This design comes from an exercise in tuning for small area, a short achievable clock period and few clock cycles on the open sky130 flow, not from production work. At most, simulation tests tie the RTL to the original design; equivalence was not proved. No activity file was given, so power comes from the tool's default toggle rates.

v33:
## iono_xact
module iono_xact (
    input  wire        clk,
    input  wire        rst,
    input  wire        req_valid,
    output wire        req_ready,
    input  wire [2:0]  req_op,
    input  wire        req_bank,
    input  wire [6:0]  req_cmd,
    input  wire [7:0]  req_reg,
    input  wire [7:0]  req_data,
    output wire        rsp_valid,
    output wire        rsp_ok,
    output reg  [7:0]  rsp_value,
    output wire        ex_valid,
    input  wire        ex_ready,
    output wire [1:0]  ex_cs,
    output wire [23:0] ex_tx,
    input  wire        ex_rvalid,
    input  wire [23:0] ex_rx,
    output wire [1:0]  in_err,
    output wire [1:0]  out_err,
    output wire [1:0]  clr_pending,
    output wire [7:0]  in_inputs0,
    output wire [7:0]  in_inputs1
);
For scale: about 570 cells after synthesis, ~81 flip-flops, ~120 I/O pins, ~0.0052 sq mm of cells after synthesis.
==> flow/config.mk <==
export PLATFORM = sky130hd
export DESIGN_NAME = iono_xact
export DESIGN_NICKNAME = iono_xact
export VERILOG_FILES = /design/flow/design.v
export SDC_FILE = /design/flow/constraint.sdc
export NUM_CORES = 4
export LEC_CHECK = 0
export CAP_MARGIN = 20
export CORE_MARGIN = 2
export CORE_UTILIZATION = 40
export SETUP_SLACK_MARGIN = 2.1
export SLEW_MARGIN = 20
==> flow/constraint.sdc <==
create_clock -name core_clock -period 5.0 [get_ports {clk}]
set_input_delay 1.0000 -clock core_clock [delete_from_list [all_inputs] [get_ports {clk}]]
set_output_delay 1.0000 -clock core_clock [all_outputs]
set_load 0.01 [all_outputs]
standard.sh (not shown) runs the stock make flow with config.mk's settings and CLKGATE_MAP_FILE= SYNTH_SCRIPT=/design/flow/synth_recipe.tcl, a recipe that flattens the netlist after the stock synthesis.
==> flow/flow/run.sh <==
#!/bin/bash
# The standard layout, with two changes to how it is made:
# - the smallest buffer on every input and output port (the standard flow's
#   buffer_ports otherwise picks a larger delay buffer);
# - synthesis does not map to the 3-input XOR/XNOR cells (slow on the CRC trees).
set -euo pipefail
export BUFFER_PORTS_ARGS="-buffer_cell sky130_fd_sc_hd__buf_1"
cd "$(dirname "$0")/.."
plat=$(make -s --no-print-directory -C "$FLOW_HOME" DESIGN_CONFIG="$PWD/config.mk" WORK_HOME="$PWD/orfs" print-DONT_USE_CELLS | sed -n 's/^DONT_USE_CELLS: //p')
extra="sky130_fd_sc_hd__xor3_1 sky130_fd_sc_hd__xor3_2 sky130_fd_sc_hd__xor3_4 sky130_fd_sc_hd__xnor3_1 sky130_fd_sc_hd__xnor3_2 sky130_fd_sc_hd__xnor3_4"
echo "DONT_USE_CELLS: $plat $extra" > dont_use.log
bash standard.sh DONT_USE_CELLS="$plat $extra" finish > standard.log 2>&1
Testbench counts of v33, summed over its fixed seeds: cycles 10,194.
## Diff of input files: v48 against v33
# v33
export LEC_CHECK = 0
export CAP_MARGIN = 20
export CORE_MARGIN = 2
export CORE_UTILIZATION = 40
export SETUP_SLACK_MARGIN = 2.1
export SLEW_MARGIN = 20
create_clock -name core_clock -period 5.0 [get_ports {clk}]
# v48
export LEC_CHECK = 0
export CAP_MARGIN = 20
export CORE_MARGIN = 2
export CORE_UTILIZATION = 40
export SETUP_SLACK_MARGIN = 2.7
export SLEW_MARGIN = 20
create_clock -name core_clock -period 5.0 [get_ports {clk}]
v48 reached the final stage; the timing, design-rule and antenna checks on its layout passed. Final critical-path share of the clock period is higher on v33. The met2 track utilization from global routing in v48 was higher than what v33 gave. Diff v33 and v48: time the final worst path needs with I/O delays and setup lower in v48. Comparing non-clock buffer count for v33 and v48, the bigger number came from v48.
### v48 -> v19
# v48
export LEC_CHECK = 0
export CAP_MARGIN = 20
export CORE_MARGIN = 2
export CORE_UTILIZATION = 40
export SETUP_SLACK_MARGIN = 2.7
export SLEW_MARGIN = 20
create_clock -name core_clock -period 5.0 [get_ports {clk}]
# v19
export LEC_CHECK = 0
export CAP_MARGIN = 20
export CORE_MARGIN = 2
export CORE_UTILIZATION = 40
export SETUP_SLACK_MARGIN = 2.1
export SLEW_MARGIN = 20
create_clock -name core_clock -period 5.0 [get_ports {clk}]
==> flow/flow/run.sh <==
#!/bin/bash
# The standard layout, with the smallest buffer on every input and output port
# (the standard flow's buffer_ports otherwise picks a larger delay buffer).
set -euo pipefail
export BUFFER_PORTS_ARGS="-buffer_cell sky130_fd_sc_hd__buf_1"
bash standard.sh > standard.log 2>&1
## What came out
- v19 has completed all stages; timing, DRC and antenna checks passed.
- Of v48 and v19, the run reporting the lower total number of vias was v19.
- | cell area after layout | lower: v19 |
- Static leakage power improves in v19 relative to v48.
- Against v48, count of placed standard cells in the final layout, fillers left out in v19 fell by a few percent.
- Max synthesized cell count across v48 and v19: v48
Here is what was changed in the inputs of v29 compared with v19.
# v19
export LEC_CHECK = 0
export CAP_MARGIN = 20
export CORE_MARGIN = 2
export CORE_UTILIZATION = 40
export SETUP_SLACK_MARGIN = 2.1
export SLEW_MARGIN = 20
create_clock -name core_clock -period 5.0 [get_ports {clk}]
# v29
export LEC_CHECK = 0
export CAP_MARGIN = 20
export CORE_MARGIN = 2
export CORE_UTILIZATION = 40
export SETUP_SLACK_MARGIN = 2.4
export SLEW_MARGIN = 20
create_clock -name core_clock -period 5.0 [get_ports {clk}]
==> flow/flow/run.sh <==
#!/bin/bash
# The standard layout, with two changes to how it is made:
# - the smallest buffer on every input and output port (the standard flow's
#   buffer_ports otherwise picks a larger delay buffer);
# - synthesis does not map to the 3-input XOR/XNOR cells (slow on the CRC trees).
set -euo pipefail
export BUFFER_PORTS_ARGS="-buffer_cell sky130_fd_sc_hd__buf_1"
cd "$(dirname "$0")/.."
plat=$(make -s --no-print-directory -C "$FLOW_HOME" DESIGN_CONFIG="$PWD/config.mk" WORK_HOME="$PWD/orfs" print-DONT_USE_CELLS | sed -n 's/^DONT_USE_CELLS: //p')
extra="sky130_fd_sc_hd__xor3_1 sky130_fd_sc_hd__xor3_2 sky130_fd_sc_hd__xor3_4 sky130_fd_sc_hd__xnor3_1 sky130_fd_sc_hd__xnor3_2 sky130_fd_sc_hd__xnor3_4"
echo "DONT_USE_CELLS: $plat $extra" > dont_use.log
bash standard.sh DONT_USE_CELLS="$plat $extra" finish > standard.log 2>&1
--- outcome ---
Timing, DRC, antenna: 0 failures across v19 and v29
Sort v19 and v29 by cell count after synthesis, ascending, and v19 comes first.
v29 vs v19: number of global-route vias before repair up in v29
Pin count of the biggest net entering global routing of v29 exceeds that of v19 by a few percent.

iono_xact, a different RTL version from the one above (not shown whole).
Size: about 560 cells after synthesis, about 92 flip-flops, about 5500 µm² of cells after synthesis.
==> flow/config.mk <==
export PLATFORM = sky130hd
export DESIGN_NAME = iono_xact
export DESIGN_NICKNAME = iono_xact
export VERILOG_FILES = /design/flow/design.v
export SDC_FILE = /design/flow/constraint.sdc
export NUM_CORES = 4
export LEC_CHECK = 0
export CAP_MARGIN = 20
export CORE_MARGIN = 2
export CORE_UTILIZATION = 40
export SETUP_SLACK_MARGIN = 2.6
export SLEW_MARGIN = 20
==> flow/constraint.sdc <==
create_clock -name core_clock -period 5.0 [get_ports {clk}]
set_input_delay 1.0000 -clock core_clock [delete_from_list [all_inputs] [get_ports {clk}]]
set_output_delay 1.0000 -clock core_clock [all_outputs]
set_load 0.01 [all_outputs]
==> flow/flow/run.sh <==
#!/bin/bash
# The standard layout, with two changes to how it is made:
# - the smallest buffer on every input and output port (the standard flow's
#   buffer_ports otherwise picks a larger delay buffer);
# - synthesis does not map to the 3-input XOR/XNOR cells (slow on the CRC trees).
set -euo pipefail
export BUFFER_PORTS_ARGS="-buffer_cell sky130_fd_sc_hd__buf_1"
cd "$(dirname "$0")/.."
plat=$(make -s --no-print-directory -C "$FLOW_HOME" DESIGN_CONFIG="$PWD/config.mk" WORK_HOME="$PWD/orfs" print-DONT_USE_CELLS | sed -n 's/^DONT_USE_CELLS: //p')
extra="sky130_fd_sc_hd__xor3_1 sky130_fd_sc_hd__xor3_2 sky130_fd_sc_hd__xor3_4 sky130_fd_sc_hd__xnor3_1 sky130_fd_sc_hd__xnor3_2 sky130_fd_sc_hd__xnor3_4"
echo "DONT_USE_CELLS: $plat $extra" > dont_use.log
bash standard.sh DONT_USE_CELLS="$plat $extra" finish > standard.log 2>&1
Edit:
--- a/flow/flow/run.sh
+++ b/flow/flow/run.sh
@@ -3 +3 @@
-# - the smallest buffer on every input and output port (the standard flow's
+# - a small buffer (buf_2) on every input and output port (the standard flow's
@@ -7 +7 @@
-export BUFFER_PORTS_ARGS="-buffer_cell sky130_fd_sc_hd__buf_1"
+export BUFFER_PORTS_ARGS="-buffer_cell sky130_fd_sc_hd__buf_2"
--- a/flow/config.mk
+++ b/flow/config.mk
@@ -11 +11 @@
-export SETUP_SLACK_MARGIN = 2.6
+export SETUP_SLACK_MARGIN = 2.4
- The changed run produced a clean layout
- wire length fell by 2.3%
- cell area goes down by 1.6%
- sequential power hardly moves
- via count fell by 3.2%
- power went down by 1.1%
No run of this note included a check of the RTL's function; only the layout flow was run.

Another version of the RTL of iono_xact (not shown whole).
Size in the first run: about 620 cells after synthesis, ~82 flip-flops, roughly 120 I/O pins.
Settings: LEC_CHECK=0, ABC_CLOCK_PERIOD_IN_PS=3000, CAP_MARGIN=20, CORE_MARGIN=2, CORE_UTILIZATION=40, SETUP_SLACK_MARGIN=2.1, SLEW_MARGIN=20; clock period 5.0 ns.
==> flow/flow/run.sh <==
#!/bin/bash
# The standard layout, with the smallest buffer on every input and output port
# (the standard flow's buffer_ports otherwise picks a larger delay buffer).
set -euo pipefail
export BUFFER_PORTS_ARGS="-buffer_cell sky130_fd_sc_hd__buf_1"
bash standard.sh > standard.log 2>&1
Edit:
ABC_CLOCK_PERIOD_IN_PS = unset   (was 3000)
=> The changed run went through all stages and came out clean; power does not change; wire length is unchanged; global-route usage is unchanged; worst setup slack is unchanged; synthesized area does not change; flip-flop and latch count is unchanged; combinational power barely changes; core utilization does not change.
No functional check of the RTL was part of any run of this note.

The RTL this note starts from:
==> flow/design.v <==
module iono_crc5 (
    input  wire [7:0] d2,
    input  wire [7:0] d1,
    input  wire [2:0] d0_top,
    output reg  [4:0] crc
);
    reg [23:0] v;
    reg [5:0]  r;
    integer    i;
    always @(*) begin
        v = {d2, d1, d0_top, 5'h07};
        r = {1'b0, v[23:19]};
        for (i = 18; i >= 0; i = i - 1) begin
            r = {r[4:0], v[i]};
            if (r[5]) r = r ^ 6'h35;
        end
        crc = r[4:0];
    end
endmodule
module iono_crc7 (
    input  wire [7:0] w1,
    input  wire [7:0] w0,
    output reg  [6:0] crc
);
    reg [23:0] v;
    reg [7:0]  t;
    reg [6:0]  acc;
    integer    i;
    always @(*) begin
        v   = {w1, w0, 8'h80};
        acc = 7'h7F;
        for (i = 23; i >= 0; i = i - 1) begin
            t = {acc, 1'b0};
            if (acc[6]) t = t ^ 8'hB7;
            t = t ^ {7'b0, v[i]};
            acc = t[6:0];
        end
        crc = acc;
    end
endmodule
module iono_xact (
    input  wire        clk,
    input  wire        rst,
    input  wire        req_valid,
    output wire        req_ready,
    input  wire [2:0]  req_op,
    input  wire        req_bank,
    input  wire [6:0]  req_cmd,
    input  wire [7:0]  req_reg,
    input  wire [7:0]  req_data,
    output wire        rsp_valid,
    output wire        rsp_ok,
    output reg  [7:0]  rsp_value,
    output wire        ex_valid,
    input  wire        ex_ready,
    output wire [1:0]  ex_cs,
    output wire [23:0] ex_tx,
    input  wire        ex_rvalid,
    input  wire [23:0] ex_rx,
    output wire [1:0]  in_err,
    output wire [1:0]  out_err,
    output wire [1:0]  clr_pending,
    output wire [7:0]  in_inputs0,
    output wire [7:0]  in_inputs1
);
    localparam [2:0] OP_IN_READ   = 3'd0;
    localparam [2:0] OP_IN_WRITE  = 3'd1;
    localparam [2:0] OP_OUT_READ  = 3'd2;
    localparam [2:0] OP_OUT_WRITE = 3'd3;
    localparam [2:0] OP_OUT_CFG   = 3'd4;
    localparam [2:0] OP_CLEAR     = 3'd5;
    localparam [7:0]  OUT_CMD_READ_REG = 8'h7F;
    localparam [23:0] OUT_RT_FRAME     = 24'h050F03;   
    localparam [1:0]  ATTEMPTS_LAST    = 2'd2;
    reg        busy;       
    reg        vreq;       
    reg        rt;         
    reg        kin;        
    reg        wr;         
    reg        cfg;        
    reg        ldv;        
    reg        bank;
    reg [1:0]  attempt;
    reg        p1ok;       
    reg [15:0] f;          
    reg [6:0]  c;          
    reg        pend;       
    reg        okr;        
    reg        eqr;        
    reg [7:0]  r0r;        
    reg        rspv_r, rsp_ok_r;
    reg [1:0]  in_err_r, out_err_r, clr_r;
    reg [7:0]  in0_r, in1_r;
    wire rb = cfg && !wr;                             
    wire last    = (attempt == ATTEMPTS_LAST);
    wire p_done  = pend && (okr ? !(wr && cfg) : last);    
    wire p_retry = pend && !okr && !last;
    wire p_read  = pend && okr && wr && cfg;                
    wire p_ok    = okr && !(rb && !eqr);
    assign rsp_valid = rspv_r || p_done;
    assign rsp_ok    = pend ? p_ok : rsp_ok_r;
    wire upd_in  = pend && kin;
    wire upd_out = pend && !kin;
    wire [1:0] bsel = {bank, !bank};
    assign in_err[0]      = (upd_in  && bsel[0]) ? !okr : in_err_r[0];
    assign in_err[1]      = (upd_in  && bsel[1]) ? !okr : in_err_r[1];
    assign out_err[0]     = (upd_out && bsel[0]) ? !p_ok : out_err_r[0];
    assign out_err[1]     = (upd_out && bsel[1]) ? !p_ok : out_err_r[1];
    assign clr_pending[0] = clr_r[0] && !(pend && wr && okr && f[15] && bsel[0]);
    assign clr_pending[1] = clr_r[1] && !(pend && wr && okr && f[15] && bsel[1]);
    assign in_inputs0     = (upd_in && okr && bsel[0]) ? r0r : in0_r;
    assign in_inputs1     = (upd_in && okr && bsel[1]) ? r0r : in1_r;
    wire [7:0] tx_w1 = rb ? OUT_CMD_READ_REG : f[15:8];
    assign ex_tx     = rt ? OUT_RT_FRAME : {tx_w1, f[7:0], 1'b0, c};
    assign ex_cs     = {!kin, bank};
    assign ex_valid  = vreq || p_retry || (ex_rvalid && rt);
    assign req_ready = !busy;
    wire       acc_req = !busy && req_valid;
    wire       op_in   = (req_op == OP_IN_READ) || (req_op == OP_IN_WRITE);
    reg  [7:0] nw1, nw0;
    always @(*) begin
        if (!acc_req) begin
            nw1 = OUT_CMD_READ_REG;            
            nw0 = rsp_value;
        end else begin
            case (req_op)
                OP_IN_READ:  begin nw1 = {1'b0, req_cmd}; nw0 = 8'h00; end
                OP_IN_WRITE: begin nw1 = {1'b1, req_cmd}; nw0 = req_data; end
                OP_OUT_READ: begin nw1 = OUT_CMD_READ_REG; nw0 = req_reg; end
                default:     begin nw1 = {clr_pending[req_bank], req_cmd}; nw0 = req_data; end
            endcase
        end
    end
    wire [4:0] n_c5;
    wire [6:0] n_c7;
    iono_crc5 u_tx5 (.d2(nw1), .d1(nw0), .d0_top(3'b000), .crc(n_c5));
    iono_crc7 u_tx7 (.w1(nw1), .w0(nw0), .crc(n_c7));
    wire [6:0] n_c = (acc_req && op_in) ? {2'b00, n_c5} : n_c7;
    wire [4:0] rx_c5;
    wire [6:0] rx_c7;
    iono_crc5 u_rx5 (.d2(ex_rx[23:16]), .d1(ex_rx[15:8]), .d0_top(ex_rx[7:5]), .crc(rx_c5));
    iono_crc7 u_rx7 (.w1(ex_rx[23:16]), .w0(ex_rx[15:8]), .crc(rx_c7));
    wire ok5 = (rx_c5 == ex_rx[4:0]);
    wire ok7 = (rx_c7 == ex_rx[6:0]);
    wire ex_acc   = ex_valid && ex_ready;
    wire echo     = busy && ex_rvalid;
    wire echo_p1  = echo && wr && rt;                 
    wire echo_fin = echo && !(wr && rt);              
    always @(posedge clk) begin
        if (rst) begin
            busy      <= 1'b0;
            vreq      <= 1'b0;
            rt        <= 1'b0;
            pend      <= 1'b0;
            rspv_r    <= 1'b0;
            in_err_r  <= 2'b00;
            out_err_r <= 2'b00;
            clr_r     <= 2'b00;
            in0_r     <= 8'd0;
            in1_r     <= 8'd0;
        end else begin
            rspv_r    <= 1'b0;
            rsp_ok_r  <= rsp_ok;
            in_err_r  <= in_err;
            out_err_r <= out_err;
            clr_r     <= clr_pending;
            in0_r     <= in_inputs0;
            in1_r     <= in_inputs1;
            pend <= echo_fin;
            if (ex_acc) begin
                vreq <= 1'b0;
                if (wr) rt <= !rt;
            end
            if (acc_req) begin
                bank    <= req_bank;
                attempt <= 2'd0;
                kin     <= op_in;
                wr      <= (req_op == OP_OUT_WRITE) || (req_op == OP_OUT_CFG);
                cfg     <= (req_op == OP_OUT_CFG);
                ldv     <= (req_op == OP_IN_READ) || (req_op == OP_OUT_READ);
                rsp_ok_r <= (req_op == OP_CLEAR);
                f       <= {nw1, nw0};
                c       <= n_c;
                case (req_op)
                    OP_OUT_WRITE: rsp_value <= req_data;
                    OP_OUT_CFG:   rsp_value <= req_reg;
                    default:      rsp_value <= 8'd0;
                endcase
                if (req_op == OP_CLEAR)
                    clr_r[req_bank] <= 1'b1;
                if (req_op >= OP_CLEAR) begin
                    rspv_r <= 1'b1;
                end else begin
                    busy <= 1'b1;
                    vreq <= 1'b1;
                end
            end
            if (echo_p1) begin
                p1ok <= ok7;
                if (!ex_ready) vreq <= 1'b1;
            end
            if (echo_fin) begin
                okr <= kin ? ok5 : (ok7 && (p1ok || !wr));
                eqr <= (ex_rx[15:8] == f[15:8]);
                r0r <= ex_rx[23:16];
                if (ldv || rb) rsp_value <= ex_rx[15:8];
            end
            if (p_done)
                busy <= 1'b0;
            if (p_retry) begin
                attempt <= attempt + 2'd1;
                if (!ex_ready) vreq <= 1'b1;
            end
            if (p_read) begin
                f       <= {f[7:0], nw0};
                c       <= n_c;
                wr      <= 1'b0;
                attempt <= 2'd0;
                vreq    <= 1'b1;
            end
        end
    end
endmodule
==> flow/config.mk <==
export PLATFORM = sky130hd
export DESIGN_NAME = iono_xact
export DESIGN_NICKNAME = iono_xact
export VERILOG_FILES = /design/flow/design.v
export SDC_FILE = /design/flow/constraint.sdc
export NUM_CORES = 4
export LEC_CHECK = 0
export CAP_MARGIN = 20
export CORE_MARGIN = 2
export CORE_UTILIZATION = 40
export SETUP_SLACK_MARGIN = 1.8
export SLEW_MARGIN = 20
==> flow/constraint.sdc <==
create_clock -name core_clock -period 5.0 [get_ports {clk}]
set_input_delay 1.0000 -clock core_clock [delete_from_list [all_inputs] [get_ports {clk}]]
set_output_delay 1.0000 -clock core_clock [all_outputs]
set_load 0.01 [all_outputs]
Scripts as last shown in full above: flow/flow/run.sh
The baseline produced a clean layout.
Testbench counts at the start, summed over its fixed seeds: cycles 10,194.
Next try:
==> flow/run.sh (new file) <==
#!/bin/bash
# synth_recipe.tcl (not shown) runs the flow's synth.tcl, then flattens the netlist and writes it again
# the make line also repeats each setting of config.mk as NAME=value (left out here)
make -C /OpenROAD-flow-scripts/flow DESIGN_CONFIG=/design/flow/config.mk WORK_HOME=/design/flow/orfs CLKGATE_MAP_FILE= SYNTH_SCRIPT=/design/flow/synth_recipe.tcl finish
--- a/flow/config.mk
+++ b/flow/config.mk
@@ -11 +11 @@
-export SETUP_SLACK_MARGIN = 1.8
+export SETUP_SLACK_MARGIN = 2.6
removed: flow/flow/run.sh
removed: flow/standard.sh
Global-route usage climbs by 5.0 points.
Via count climbs by 15%.
Count of clock-buffer cells in the layout drops by 3.
Non-clock buffer count climbs by 120.
Cell count climbs by 15%.
Routed wire length climbs by 28%.
Cell area climbs by 38%.
Synthesized area is unchanged.
Next try:
==> flow/flow/run.sh (new file) <==
#!/bin/bash
# The standard layout, with the smallest buffer on every input and output port
# (the standard flow's buffer_ports otherwise picks a larger delay buffer).
set -euo pipefail
export BUFFER_PORTS_ARGS="-buffer_cell sky130_fd_sc_hd__buf_1"
bash standard.sh > standard.log 2>&1
==> flow/standard.sh (new file) <==
#!/bin/bash
# synth_recipe.tcl (not shown) runs the flow's synth.tcl, then flattens the netlist and writes it again
# the make line also repeats each setting of config.mk as NAME=value (left out here)
make -C /OpenROAD-flow-scripts/flow DESIGN_CONFIG=/design/flow/config.mk WORK_HOME=/design/flow/orfs CLKGATE_MAP_FILE= SYNTH_SCRIPT=/design/flow/synth_recipe.tcl "${@:-finish}"
--- a/flow/config.mk
+++ b/flow/config.mk
@@ -11 +11 @@
-export SETUP_SLACK_MARGIN = 2.6
+export SETUP_SLACK_MARGIN = 2.2
removed: flow/run.sh
Wire length drops by 15%. Global-route usage goes down by 3.4 points. Sequential share of layout area went up by 5.3 points.
Next try:
==> flow/run.sh (new file) <==
#!/bin/bash
# synth_recipe.tcl (not shown) runs the flow's synth.tcl, then flattens the netlist and writes it again
# the make line also repeats each setting of config.mk as NAME=value (left out here)
make -C /OpenROAD-flow-scripts/flow DESIGN_CONFIG=/design/flow/config.mk WORK_HOME=/design/flow/orfs CLKGATE_MAP_FILE= SYNTH_SCRIPT=/design/flow/synth_recipe.tcl finish
--- a/flow/config.mk
+++ b/flow/config.mk
@@ -11 +10,0 @@
-export SETUP_SLACK_MARGIN = 2.2
removed: flow/flow/run.sh
removed: flow/standard.sh
After rerunning: Worst setup slack gets worse by 0.74 ns. Wire length shrinks by 8.5%. Clock skew hardly moves. Power shrinks by about 7%. Non-clock buffer count shrinks by 57.

static timing again, ports no longer ideal:
No port has a modelled driver above. Below, the same layouts with a new extraction and two added sets of constraints. Step 1, drivers: a clkbuf_16 drives clk and a buf_2 each remaining input, both assumed. Step 2 times the ports against the registers' clock, not the clock port: input delays grow and output delays shrink by t, the midpoint of the rising clock arrivals with the driver on. Slacks: ideal ports / drivers / drivers and shift; pairs: ideal ports / drivers.
| run | t (ns) | slack for setup (ns) | worst register clock-pin slew, ns |
|---|---|---|---|
| v33 | 0.379 | 2.224 / 2.184 / 1.946 | 0.07 / 0.07 |
| v48 | 0.380 | 2.333 / 2.292 / 2.346 | 0.06 / 0.06 |
| v19 | 0.375 | 2.159 / 2.122 / 1.897 | 0.07 / 0.07 |
| v29 | 0.378 | 2.341 / 2.301 / 2.132 | 0.07 / 0.07 |
| the first run of note 2 | 0.382 | 2.616 / 2.575 / 2.241 | 0.07 / 0.07 |
| the second run of note 2 | 0.380 | 2.522 / 2.486 / 2.181 | 0.07 / 0.07 |
| the first run of note 3 | 0.381 | 2.168 / 2.127 / 1.819 | 0.07 / 0.07 |
| the second run of note 3 | 0.381 | 2.168 / 2.127 / 1.819 | 0.07 / 0.07 |
| the first run of note 4 | 0.377 | 1.860 / 1.863 / 1.486 | 0.06 / 0.06 |
| the second run of note 4 | 0.381 | 1.883 / 1.855 / 1.475 | 0.07 / 0.07 |
| the third run of note 4 | 0.381 | 1.827 / 1.818 / 1.438 | 0.07 / 0.07 |
| the fourth run of note 4 | 0.380 | 1.082 / 1.100 / 0.720 | 0.06 / 0.06 |
After both steps setup and hold are still met in every run listed. For the second run of note 4, which loses most, drivers alone change the setup slack by -0.028 ns; drivers and shift together by -0.408 ns.
